This design comes from an exercise in tuning for small area, a short achievable clock period and few clock cycles per item on the open sky130 flow, not from production work.

==> flow/design.v <==
module idt_frame_decoder (
    input  wire        clk,
    input  wire        rst,         
    input  wire        tailoff,     
    input  wire        in_valid,
    input  wire [7:0]  in_data,
    input  wire        in_last,
    output wire        in_ready,
    output reg         res_valid,
    output wire [31:0] res_info,    
    output wire [31:0] res_crc,     
    output wire [31:0] res_len,     
    output wire [31:0] res_addr,    
    output wire [8:0]  rx_track,    
    output wire [15:0] rx_cnt       
);
    localparam [2:0] C_OK = 3'd0, C_NO_DELIM = 3'd1, C_BAD_LEN = 3'd2,
                     C_BAD_CRC = 3'd3, C_BAD_COMPL = 3'd4, C_SEQ_ERR = 3'd5;
    localparam [1:0] T_NONE = 2'd0, T_HEAD = 2'd1, T_DATA = 2'd2, T_TAIL = 2'd3;
    function [15:0] crc_table;
        input [7:0] i;
        integer k;
        reg [15:0] r;
        begin
            r = {i, 8'h00};
            for (k = 0; k < 8; k = k + 1)
                r = r[15] ? ((r << 1) ^ 16'h1021) : (r << 1);
            crc_table = r;
        end
    endfunction
    function [15:0] crc_step;
        input [15:0] c;
        input [7:0]  b;
        begin
            crc_step = {c[7:0], 8'h00} ^ crc_table(c[15:8] ^ b);
        end
    endfunction
    reg         fresh;           
    reg  [10:0] q;
    reg         qz, qh;          
    reg         hd;              
    reg         da, ed;          
    reg         cs;              
    reg  [7:0]  n;               
    reg         co;              
    reg  [15:0] acc;             
    reg  [7:0]  d1, d2;          
    reg  [63:0] hl;              
    reg  [7:0]  rx_exp;
    reg         rx_inxfer;
    reg  [15:0] rx_count;
    reg         pend;            
    reg         rdy;             
    reg         s_cs;            
    reg         s_hi, s_lo;      
    reg         s_co;            
    reg         s_seq;           
    reg  [2:0]  r_code;
    reg  [1:0]  r_type;
    assign in_ready = rdy;
    assign rx_track = {rx_inxfer, rx_exp};
    assign rx_cnt   = rx_count;
    assign res_info = {5'd0, q, n, 1'b0, r_code, 2'b00, r_type};
    assign res_crc  = {acc, d2, d1};
    assign res_len  = hl[63:32];
    assign res_addr = hl[31:0];
    wire       accept = in_valid && rdy;
    wire       done   = accept && in_last;
    wire [7:0] b  = in_data;
    wire q_lo0 = qz;
    wire q_hi1 = qh;
    wire p1    = !fresh && q_hi1 && q[1:0] == 2'd0;
    wire p2    = !fresh && q_hi1 && q[1:0] == 2'd1;
    wire p3    = !fresh && q_hi1 && q[1:0] == 2'd2;
    wire p4    = !fresh && q_hi1 && q[1:0] == 2'd3;    
    wire over  = !fresh && q[10] && !q_hi1;            
    wire compl_ok  = hd || co;
    wire data_ok   = rx_inxfer && (n == rx_exp);
    wire tail_ok   = rx_inxfer && (tailoff ? (n == rx_exp) : (n == rx_count[7:0]));
    wire seq_ok    = hd || (da ? data_ok : tail_ok);
    wire hd_n = fresh ? (b == 8'hFE) :
                p1    ? (hd && b == 8'h00) :
                p2    ? (hd && b == 8'hFF) :
                p3    ? (hd && b == 8'h01) : hd;
    wire da_n = fresh ? (b == 8'hDA) : da;
    wire ed_n = fresh ? (b == 8'hED) : ed;
    wire csx = cs && !fresh;                           
    wire l_ge4  = !(qh && q[1:0] != 2'd3);                   
    wire l_over = q[10] && !qh && (q[9:0] != 10'd0);         
    wire [1:0] e_type = l_over ? T_NONE :
                        (hd && l_ge4) ? T_HEAD : da ? T_DATA : ed ? T_TAIL : T_NONE;
    wire v_fld = s_cs && s_hi && s_lo && s_co;           
    wire [2:0] v_code = !s_cs            ? ((e_type == T_NONE && !l_over) ? C_NO_DELIM : C_BAD_LEN) :
                        !(s_hi && s_lo)  ? C_BAD_CRC :
                        !s_co            ? C_BAD_COMPL :
                        s_seq            ? C_OK : C_SEQ_ERR;
    wire n13   = !fresh && q == 11'd7;                           
    wire n4    = p3;                                             
    wire ndat  = !fresh && (q_hi1 ? q[1] : !(q[10:0] >= 11'd1023));   
    wire cs_n  = hd ? n13 : da ? ndat : ed ? n4 : 1'b0;    
    wire [11:4] p_hl;
    assign p_hl[4] = p4;
    genvar g;
    generate
        for (g = 5; g <= 11; g = g + 1) begin : g_phl
            assign p_hl[g] = !fresh && q_lo0 && q[2:0] == (g - 5);
        end
    endgenerate
    wire        clr_crc = pend && !s_cs;
    wire        clr_chk = pend && !(v_fld && da);
    wire        clr_n   = pend && !(v_fld && !hd);
    wire        clr_hl  = pend && !(v_fld && hd);
    wire        wr_acc  = accept && (fresh || !in_last);
    wire [15:0] acc_d   = fresh ? 16'h0000 : crc_step(acc, d1);
    wire [10:0] q_d     = fresh ? 11'd2044 : q + 11'd1;
    wire [7:0] cnt_hi_inc = rx_count[15:8] + 8'd1;
    integer j;
    always @(posedge clk) begin
        acc <= wr_acc ? acc_d : (acc & {16{!clr_crc}});
        d1  <= accept ? b  : (d1 & {8{!clr_crc}});
        d2  <= accept ? d1 : (d2 & {8{!clr_crc}});
        if (accept) begin
            qz <= !fresh && ((qh && q[1:0] == 2'd3) || (qz && q[2:0] != 3'd7));
            qh <= fresh || (qh && q[1:0] != 2'd3);
        end else if (clr_chk) begin
            qz <= 1'b1;
            qh <= 1'b0;
        end
        q   <= accept ? q_d : (q & {11{!clr_chk}});
        n   <= (accept && p1) ? b : (n & {8{!clr_n}});
        for (j = 4; j <= 11; j = j + 1)
            hl[(11-j)*8 +: 8] <= (accept && p_hl[j]) ? b : (hl[(11-j)*8 +: 8] & {8{!clr_hl}});
        s_cs   <= csx;
        s_hi   <= (acc[15:8] == d1);
        s_lo   <= (acc[7:0] == b);
        s_co   <= compl_ok;
        s_seq  <= seq_ok;
        r_code <= v_code;
        r_type <= e_type;
        if (accept) begin
            hd <= hd_n;
            da <= da_n;
            ed <= ed_n;
            cs <= cs_n;
            if (p2)
                co <= (b == ~n);
        end
        if (rst) begin
            fresh     <= 1'b1;
            pend      <= 1'b0;
            rdy       <= 1'b1;
            res_valid <= 1'b0;
            rx_exp    <= 8'd1;
            rx_inxfer <= 1'b0;
            rx_count  <= 16'd0;
        end else begin
            pend      <= done;
            rdy       <= !done;
            res_valid <= pend;
            if (accept)
                fresh <= in_last;
            if (pend && v_fld && s_seq) begin
                if (hd) begin
                    rx_exp    <= 8'd1;
                    rx_count  <= 16'd0;
                    rx_inxfer <= 1'b1;
                end else if (da) begin
                    rx_exp   <= rx_exp + 8'd1;
                    rx_count <= {(rx_exp == 8'd0) ? cnt_hi_inc : rx_count[15:8], rx_exp};
                end else begin
                    rx_inxfer <= 1'b0;
                end
            end
        end
    end
endmodule
clock: 4.0 ns
lec_check: 0
cap_margin: 20
core_margin: 2
core_utilization: 65
cts_buf_list: sky130_fd_sc_hd__clkbuf_8
setup_slack_margin: 2.25
slew_margin: 20
standard.sh (not shown) runs the stock make flow with config.mk's settings and CLKGATE_MAP_FILE= SYNTH_SCRIPT=/design/flow/synth_recipe.tcl, a recipe that flattens the netlist after the stock synthesis.
==> flow/flow/run.sh <==
#!/bin/bash
set -euo pipefail
bash standard.sh BUFFER_PORTS_ARGS="-buffer_cell sky130_fd_sc_hd__buf_1" finish > flow_make.log 2>&1
The starting point ended with an error in global routing (5_1_grt) on GRT-0232.
Change:
==> flow/flow/run.sh (replaced) <==
#!/bin/bash
set -euo pipefail
here=$(pwd)
bash standard.sh BUFFER_PORTS_ARGS="-buffer_cell sky130_fd_sc_hd__buf_1" \
    POST_GLOBAL_PLACE_TCL="$here/flow/post_gpl.tcl" finish > flow_make.log 2>&1
==> flow/flow/post_gpl.tcl (new file) <==
# Size up the buffers that buffer_ports put on the input ports.
set n 0
foreach port [get_ports -filter "direction == input"] {
  set pname [get_full_name $port]
  if {$pname eq "clk"} { continue }
  foreach pin [get_pins -of_objects [get_nets -of_objects $port]] {
    set inst [get_cells -of_objects $pin]
    set iname [get_full_name $inst]
    set master [get_property $inst ref_name]
    if {[string match "input*" $iname] && [string match "sky130_fd_sc_hd__buf_*" $master]} {
      replace_cell $inst sky130_fd_sc_hd__buf_4
      incr n
    }
  }
}
puts "post_gpl: sized up $n input port buffers"
--- a/flow/config.mk
+++ b/flow/config.mk
@@ -10,4 +10,4 @@
 export CORE_UTILIZATION = 65
 export CTS_BUF_LIST = sky130_fd_sc_hd__clkbuf_8
-export SETUP_SLACK_MARGIN = 2.25
+export SETUP_SLACK_MARGIN = 2.1
 export SLEW_MARGIN = 20
What happened: The changed run stopped in global placement (3_3_place_gp) on STA-0100; synthesized area does not change; synthesized cell count stays the same.
Change:
==> flow/flow/run.sh (replaced) <==
#!/bin/bash
set -euo pipefail
bash standard.sh BUFFER_PORTS_ARGS="-buffer_cell sky130_fd_sc_hd__buf_1" finish > flow_make.log 2>&1
--- a/flow/config.mk
+++ b/flow/config.mk
@@ -8,6 +8,6 @@
 export CAP_MARGIN = 20
 export CORE_MARGIN = 2
-export CORE_UTILIZATION = 65
+export CORE_UTILIZATION = 55
 export CTS_BUF_LIST = sky130_fd_sc_hd__clkbuf_8
-export SETUP_SLACK_MARGIN = 2.1
+export SETUP_SLACK_MARGIN = 2.2
 export SLEW_MARGIN = 20
removed: flow/flow/post_gpl.tcl
The changed run completed with no timing, DRC or antenna violations. Synthesized area is unchanged. Synthesized cell count is unchanged.
No run of this note included a check of the RTL's function; only the layout flow was run.

## port drivers added, routing unchanged
The flow's constraints put no driver on any port. The routed layout listed below was extracted and timed again, unchanged, in two steps.
Step 1 sets driving cells, clkbuf_16 on the clock port and buf_2 on the other inputs (assumed; they add their load-dependent delay and slew).
Step 2 times the ports against the registers' clock, not the clock port: input delays grow and output delays shrink by t, the midpoint of the rising clock arrivals with the driver on.
Slacks: no drivers / after step 1 / after step 2; pairs: no drivers / after step 1.
run: the third run
t, ns: 0.488
setup WS [ns]: 2.168 / 2.133 / 1.806
worst hold slack (ns): 0.429 / 0.429 / 0.429
latest minus earliest clock arrival (ns): 0.007 / 0.008
worst slew at a driven data input, ns: 0.06
After both steps the third run still meets setup and hold. For the third run, drivers alone change the setup slack by -0.035 ns; drivers and shift together by -0.362 ns.
